Source: an optimization exercise on an open RTL-to-GDS flow (aim: small area, a short achievable clock period and few clock cycles per item). Production flows keep margins and buffers that such runs may drop. The RTL was checked by simulation tests, not by an equivalence proof against the original design.

==> flow/design.v (outline; a module is shown in full before it is edited, if it fits) <==
// module fpm_pre: 28 lines
// module fpm_prod: 27 lines
// module fpm_round: 33 lines
// module mul24_cs: 3279 lines
// module padd_sk48: 762 lines
// module padd_sk28: 406 lines
// module fadd_align: 22 lines
// module fadd_norm: 37 lines
// module fadd_a: 27 lines
// module fadd_b: 25 lines
// module fdual_a: 35 lines
// module fdual_b: 27 lines
// module lzc32: 32 lines
// module shr_sticky27: 17 lines
// module fft_butterfly: 136 lines
// module pipe: 16 lines
// module pipev: 19 lines
module fft_butterfly #(
    parameter PRE_IN = 1,
    parameter C2 = 1,
    parameter C3 = 1,
    parameter C4 = 1,
    parameter C5 = 1
) (
    input  wire        clk,
    input  wire        rst,         
    input  wire        in_valid,
    output wire        in_ready,
    input  wire [31:0] w_re,
    input  wire [31:0] w_im,
    input  wire [31:0] a_re,
    input  wire [31:0] a_im,
    input  wire [31:0] b_re,
    input  wire [31:0] b_im,
    output wire        out_valid,
    output wire [31:0] y0_re,
    output wire [31:0] y0_im,
    output wire [31:0] y1_re,
    output wire [31:0] y1_im
);
  // ...
==> flow/run.sh <==
#!/bin/bash
# synth_recipe.tcl (not shown) runs the flow's synth.tcl, then flattens the netlist and writes it again
# the make line also repeats each setting of config.mk as NAME=value (left out here)
make -C /OpenROAD-flow-scripts/flow DESIGN_CONFIG=/design/flow/config.mk WORK_HOME=/design/flow/orfs CLKGATE_MAP_FILE= SYNTH_SCRIPT=/design/flow/synth_recipe.tcl finish
==> flow/config.mk <==
export PLATFORM = sky130hd
export DESIGN_NAME = fft_butterfly
export DESIGN_NICKNAME = fft_butterfly
export VERILOG_FILES = /design/flow/design.v
export SDC_FILE = /design/flow/constraint.sdc
export NUM_CORES = 4
export LEC_CHECK = 0
export ABC_CLOCK_PERIOD_IN_PS = 16000
export CAP_MARGIN = 20
export CORE_MARGIN = 2
export CORE_UTILIZATION = 50
export SETUP_SLACK_MARGIN = 0.2
export SLEW_MARGIN = 20
==> flow/constraint.sdc <==
create_clock -name core_clock -period 20.0 [get_ports {clk}]
set_input_delay 4.0000 -clock core_clock [delete_from_list [all_inputs] [get_ports {clk}]]
set_output_delay 4.0000 -clock core_clock [all_outputs]
set_load 0.01 [all_outputs]
==> qor.txt, run 1 <==
setup bufs post-CTS -> 0
fin area -> 0.165 sq mm
post-synth top area share -> 25.9%
M1 WL -> 215000 um
worst clock skew -> 0.0566 ns
Post-Synthesis Cells -> 18400
nonclk buf count -> 576
htree depth -> 4
post-synthesis xor/xnor area fraction -> 3.66%
Worst Setup Path Type -> flop to flop
final core utilization -> 54.1%
Worst path most repeated cell -> ha_1
count leader, synth -> inv_1
worst min-delay path endpoint -> c4.g_reg.r[101]
Starting Density -> 50.3%
fraction of area in registers -> 14.6%
# clk buffers -> 185
inverters -> 2667
vias per cell -> 5.77
worst hold path type -> flop to flop
area-dominant cell class after layout -> multi-input combinational cells
r2r startpoint -> c1.g_reg.r[67]
#FFs+latches synth -> 1199
outcome -> no timing/DRC/antenna violations
sequential cell count -> 1199
die area -> 0.312 sq mm
Synthesized Nets -> 21300
Pre-Repair DR Iteration Count -> 7
die height -> 558 um
Non-Filler Instances -> 22200
multi-input gate share of total cell area -> 70.0%
highest metal used -> met5
Placed Instances -> 22000
GRT Resource Usage Total -> 32.1%
Total Nets Final -> 20900
final worst path period need -> 9.69 ns
sequential share of the synthesized area -> 15.6%
DR vias -> 128000
Testbench counts, summed over its fixed seeds: cycles 18,042, items 18,000.
==> inputs of run 2 (changes only) <==
==> flow/flow/run.sh (new file) <==
#!/bin/bash
set -euo pipefail
REPAIR_MARGIN=12
bash standard.sh synth > synth.log 2>&1
bash standard.sh SETUP_SLACK_MARGIN=$REPAIR_MARGIN finish > layout.log 2>&1
==> flow/standard.sh (new file) <==
#!/bin/bash
# synth_recipe.tcl (not shown) runs the flow's synth.tcl, then flattens the netlist and writes it again
# the make line also repeats each setting of config.mk as NAME=value (left out here)
make -C /OpenROAD-flow-scripts/flow DESIGN_CONFIG=/design/flow/config.mk WORK_HOME=/design/flow/orfs CLKGATE_MAP_FILE= SYNTH_SCRIPT=/design/flow/synth_recipe.tcl "${@:-finish}"
--- a/flow/config.mk
+++ b/flow/config.mk
@@ -9,5 +9,5 @@
 export CAP_MARGIN = 20
 export CORE_MARGIN = 2
 export CORE_UTILIZATION = 50
-export SETUP_SLACK_MARGIN = 0.2
 export SLEW_MARGIN = 20
+export TNS_END_PERCENT = 10
removed: flow/run.sh
==> run 2 against run 1 <==
  * Critical path depth is 6 lower
  * Flip-flop and latch count unchanged
  * Wire length is 1.6% higher
  * Core utilization rose by 0.84 points
  * Non-clock buffer count increased by 82
  * Sequential share of layout area down 0.16 points
  * Via count increased by 0.89%
  * Critical path type unchanged
  * Still clean on timing, DRC and antenna
  * Critical endpoint is now c1.g_reg.r[66]
  * Setup slack improved by 1.7 ns
==> qor.txt, run 2 <==
outcome -> no timing/DRC/antenna violations (unchanged)
remaining global-route overflow -> 0 (unchanged)
Achievable Freq -> 126 MHz (was 103 MHz)
relative slew slack -> 10.4% (was 13.7%)
standard-cell rows -> 203 (unchanged)
clock sinks -> 1199 (unchanged)
RD Place Congestion -> 0.973 (unchanged)
clk slew on worst S/H paths -> 0.06 ns (about the same)
initial antenna violation count -> 34 (unchanged)
Worst Setup Path Type -> flop to flop (unchanged)
die area -> 0.312 sq mm (unchanged)
Pre-Repair DR Iteration Count -> 8 (was 7)
endpoint type of the worst setup path -> flop (unchanged)
vias per cell -> 5.80 (was 5.77)
latest clock arrival within the worst-skew pair -> 0.85 ns (about the same)
Area contributors post-synth -> fa_1 (26%), dfxtp_1 (16%), and2_1 (7.0%), inv_1 (6.4%), ha_1 (6.2%) (unchanged)
Routed WL -> 513000 um (was 505000 um)
hold_ws -> 0.276 ns (was 0.278 ns)
die height -> 558 um (unchanged)
most common cell after layout, fill and taps aside -> inv_1 (unchanged)
largest net degree at the start of global routing -> 96 (unchanged)
area leader, netlist -> fa_1 (unchanged)
count leader, synth -> inv_1 (unchanged)
HPWL Detailed -> 378000 um (unchanged)
Pins Over Slew Limit -> 0 (unchanged)
#FFs+latches synth -> 1199 (unchanged)
worst clock skew -> 0.0559 ns (was 0.0566 ns)
Tightest Pin Transition -> 1.33 ns (was 1.28 ns)
htree depth -> 4 (unchanged)
post-synth cell types -> 135 (unchanged)
GRT Resource Usage Total -> 32.2% (was 32.1%)
worst hold path type -> flop to flop (unchanged)
Total Nets Final -> 21000 (was 20900)
fill count -> 28900 (was 29200)
Placed Instances -> 22000 (unchanged)
Mapped Avg Cell Area -> 8.38 sq um (unchanged)
CTS Buffer Depth -> 4 (unchanged)
final worst path period need -> 7.96 ns (was 9.69 ns)
Yosys Warn Count -> 14 (unchanged)
area grow syn2layout -> 9.20% (was 7.52%)
Cell Chain, Critical Path -> nand2_1 -> fa_1 -> inv_1 -> fa_1 -> fa_1 -> fa_1 -> inv_1 -> fa_1 -> fa_1 -> fa_1 -> inv_1 -> ha_1 -> nand4_1 -> nor4_1 -> o21ai_0 -> a31oi_2 -> a41oi_1 -> or3_1 -> a31oi_1 -> a21oi_1 -> xnor2_1
area fraction in compound gates after synthesis -> 12.3% (unchanged)
post-synthesis xor/xnor area fraction -> 3.66% (unchanged)
Largest regs -> c1.g_reg.r: 228 flops, c2.g_reg.r: 204 flops, g_pre_in.c0.g_reg.r: 148 flops (unchanged)
Ports -> 325 (unchanged)
post-synthesis mux area share -> 6.66% (unchanged)
CTS root buffer -> clkbuf_16 (unchanged)
fin area -> 0.168 sq mm (was 0.165 sq mm)
Worst Path Required -> 20.70 ns (was 20.72 ns)
Routed Antenna Nets -> 0 (unchanged)
initial drt markers -> 11400 (was 11000)
Non-Filler Instances -> 22300 (was 22200)
fin crit share -> 39.8% (was 48.5%)
Num CTS Buffers -> 147 (unchanged)
vias in the first global route -> 128000 (about the same)
crit path DAT -> 8.66 ns (was 10.42 ns)
sequential share of the synthesized area -> 15.6% (unchanged)
Setup crit start -> g_pre_in.c0.g_reg.r[19] (was c1.g_reg.r[67])
adder-cell share of the synthesized area -> 32.1% (unchanged)
DR vias -> 129000 (was 128000)
unrepaired setup endpoints after global routing -> yes (was no)
Placed Area -> 0.160 sq mm (unchanged)
most frequent cells in the layout -> inv_1 (2636), fa_1 (1988), nand2_1 (1891) (was inv_1 (2638), fa_1 (1988), nand2_1 (1895))
die width -> 558 um (unchanged)
Post-CTS Hold Buffers -> 0 (unchanged)
final hold violations -> 0 (unchanged)
Post-Synthesis Cells -> 18400 (unchanged)
Worst path most repeated cell -> fa_1 (was ha_1)
Placeable Area -> 0.306 sq mm (unchanged)
r2r startpoint -> g_pre_in.c0.g_reg.r[19] (was c1.g_reg.r[67])
register-to-register setup slack -> 12.04 ns (was 10.31 ns)
hold wc startpoint -> c3.g_reg.r[113] (unchanged)
Post-synth EDFFs -> 0 (unchanged)
CP Launch Type -> flop (unchanged)
largest family of logic cells by synthesized area -> adder cells (unchanged)
# port buffers -> 323 (unchanged)
Most used DFF post-synth -> dfxtp_1 (unchanged)
top cells by count, synth -> inv_1 (2639), fa_1 (1988), nand2_1 (1896) (unchanged)
CTS tree -> built (unchanged)
max reg flops -> 228 (unchanged)
asr flop ratio synth -> 0% (unchanged)
Post-route DRC -> 0 (unchanged)
Syn Std Cell Area -> 0.154 sq mm (unchanged)
Routed WL per cell -> 23.0 um (was 22.7 um)
setup total negative slack -> 0 ns (unchanged)
Max FO, Critical Path -> 18 (was 36)
Starting Density -> 50.3% (unchanged)
global-route wire length before repair -> 776000 um (was 775000 um)
Synthesized Nets -> 21300 (unchanged)
post-synth top area share -> 25.9% (unchanged)
Post-Synth Simple-Gate Area -> 20.4% (unchanged)
endpoints failing setup -> 0 (unchanged)
Crit path largest cell delay -> 0.91 ns (was 0.89 ns)
Most flops, register -> c1.g_reg.r (unchanged)
Max-Cap Viols -> 0 (unchanged)
layout cells sized above 1 -> 7.04% (was 5.92%)
critical path's slowest cell -> dfxtp_2 (unchanged)
## run 2: cell counts after synthesis
Identical to the previous run, type by type.
## run 2: metrics by stage
step	utilization, %	setup slack, ns
2_1_floorplan	-	12.15
3_3_place_gp	52.3	10.63
3_5_place_dp	52.3	10.49
4_1_cts	54.2	11.81
5_1_grt	54.9	11.82
6_report	54.9	12.04
## run 2: logic make-up after synthesis
| kind of cell | after synthesis |
|---|---|
| flip-flops | 1199 |
| AO/OA/AOI/OAI | 2878 |
| AND/OR/NAND/NOR | 6201 |
| other | 1 |
| adder cells (fa/ha/maj) | 2746 |
| XOR/XNOR | 642 |
| multiplexers | 941 |
| buffers and inverters | 3747 |
## run 2: layout make-up
| class | count | area [sq um] | share of cell area, % |
|---|---|---|---|
| sequential | 1199 | 24200 | 14.4 |
| timing repair inverter | 1 | 5.00 | 0.00298 |
| clock inverter | 80 | 1030 | 0.613 |
| inverter | 2667 | 10100 | 5.99 |
| multi-input combinational | 13400 | 117000 | 69.4 |
| timing repair buffer | 658 | 6690 | 3.98 |
| clock buffer | 185 | 4150 | 2.47 |
| tap | 4100 | 5130 | 3.06 |
| antenna | 17 | 42.5 | 0.0253 |
## run 2: critical path: cells and delay by family (launching register included)
| kind | cells | cell delay (ns) |
|---|---|---|
| flip-flops | 1 | 0.91 |
| AO/OA/AOI/OAI | 5 | 1.38 |
| AND/OR/NAND/NOR | 4 | 1.37 |
| buffers and inverters | 3 | 0.15 |
| adder cells (fa/ha/maj) | 8 | 3.89 |
| XOR/XNOR | 1 | 0.13 |
## run 2: routing by layer
metal	GRT usage [%]	part of all wire [%]
met2	51.7	45
met3	4.69	7.7
met1	43.5	42
met5	0	0.0045
met4	13.2	5.0
## run 2: what timing repair did
action | in CTS | in global routing
cloned | 0 | 18
buffers inserted | 8 | 59
gates resized for setup | 111 | 303
pin swaps | 7 | 33
endpoints found under the setup margin | 105 | 136
## run 2: worst paths after layout
check | endpoint | depth (start not counted)
setup / recovery | c1.g_reg.r[66] | 21
hold / removal | c4.g_reg.r[101] | 0
setup reg to reg | c1.g_reg.r[66] | 21
hold reg to reg | c4.g_reg.r[101] | 0

afterwards: timing with drivers on the ports:
How much do the figures lean on ideal ports? The routed layouts below were timed once more, with nothing changed but the port constraints.
Step 1, drivers: a clkbuf_16 drives clk and a buf_2 each remaining input, both assumed.
Step 2 adds t to the input delays and takes it off the output delays; t is the mean of the earliest and latest rising clock arrival at the registers after step 1. Input paths then give back, and output paths get back, about the clock's delay inside the block.
a / b / c = ideal ports / drivers / drivers and shift; a / b = the first two.
run	t, ns	slack for setup (ns)	latest minus earliest clock arrival (ns)	worst slew at a driven data input, ns
run 1	0.931	10.305 / 10.305 / 10.305	0.065 / 0.066	0.30
run 2	0.930	12.042 / 12.042 / 11.305	0.066 / 0.066	0.31
After both steps setup and hold are still met in every run listed. The setup slack of run 2, which loses most, moves by 0.000 ns with the drivers and by -0.737 ns with both steps.
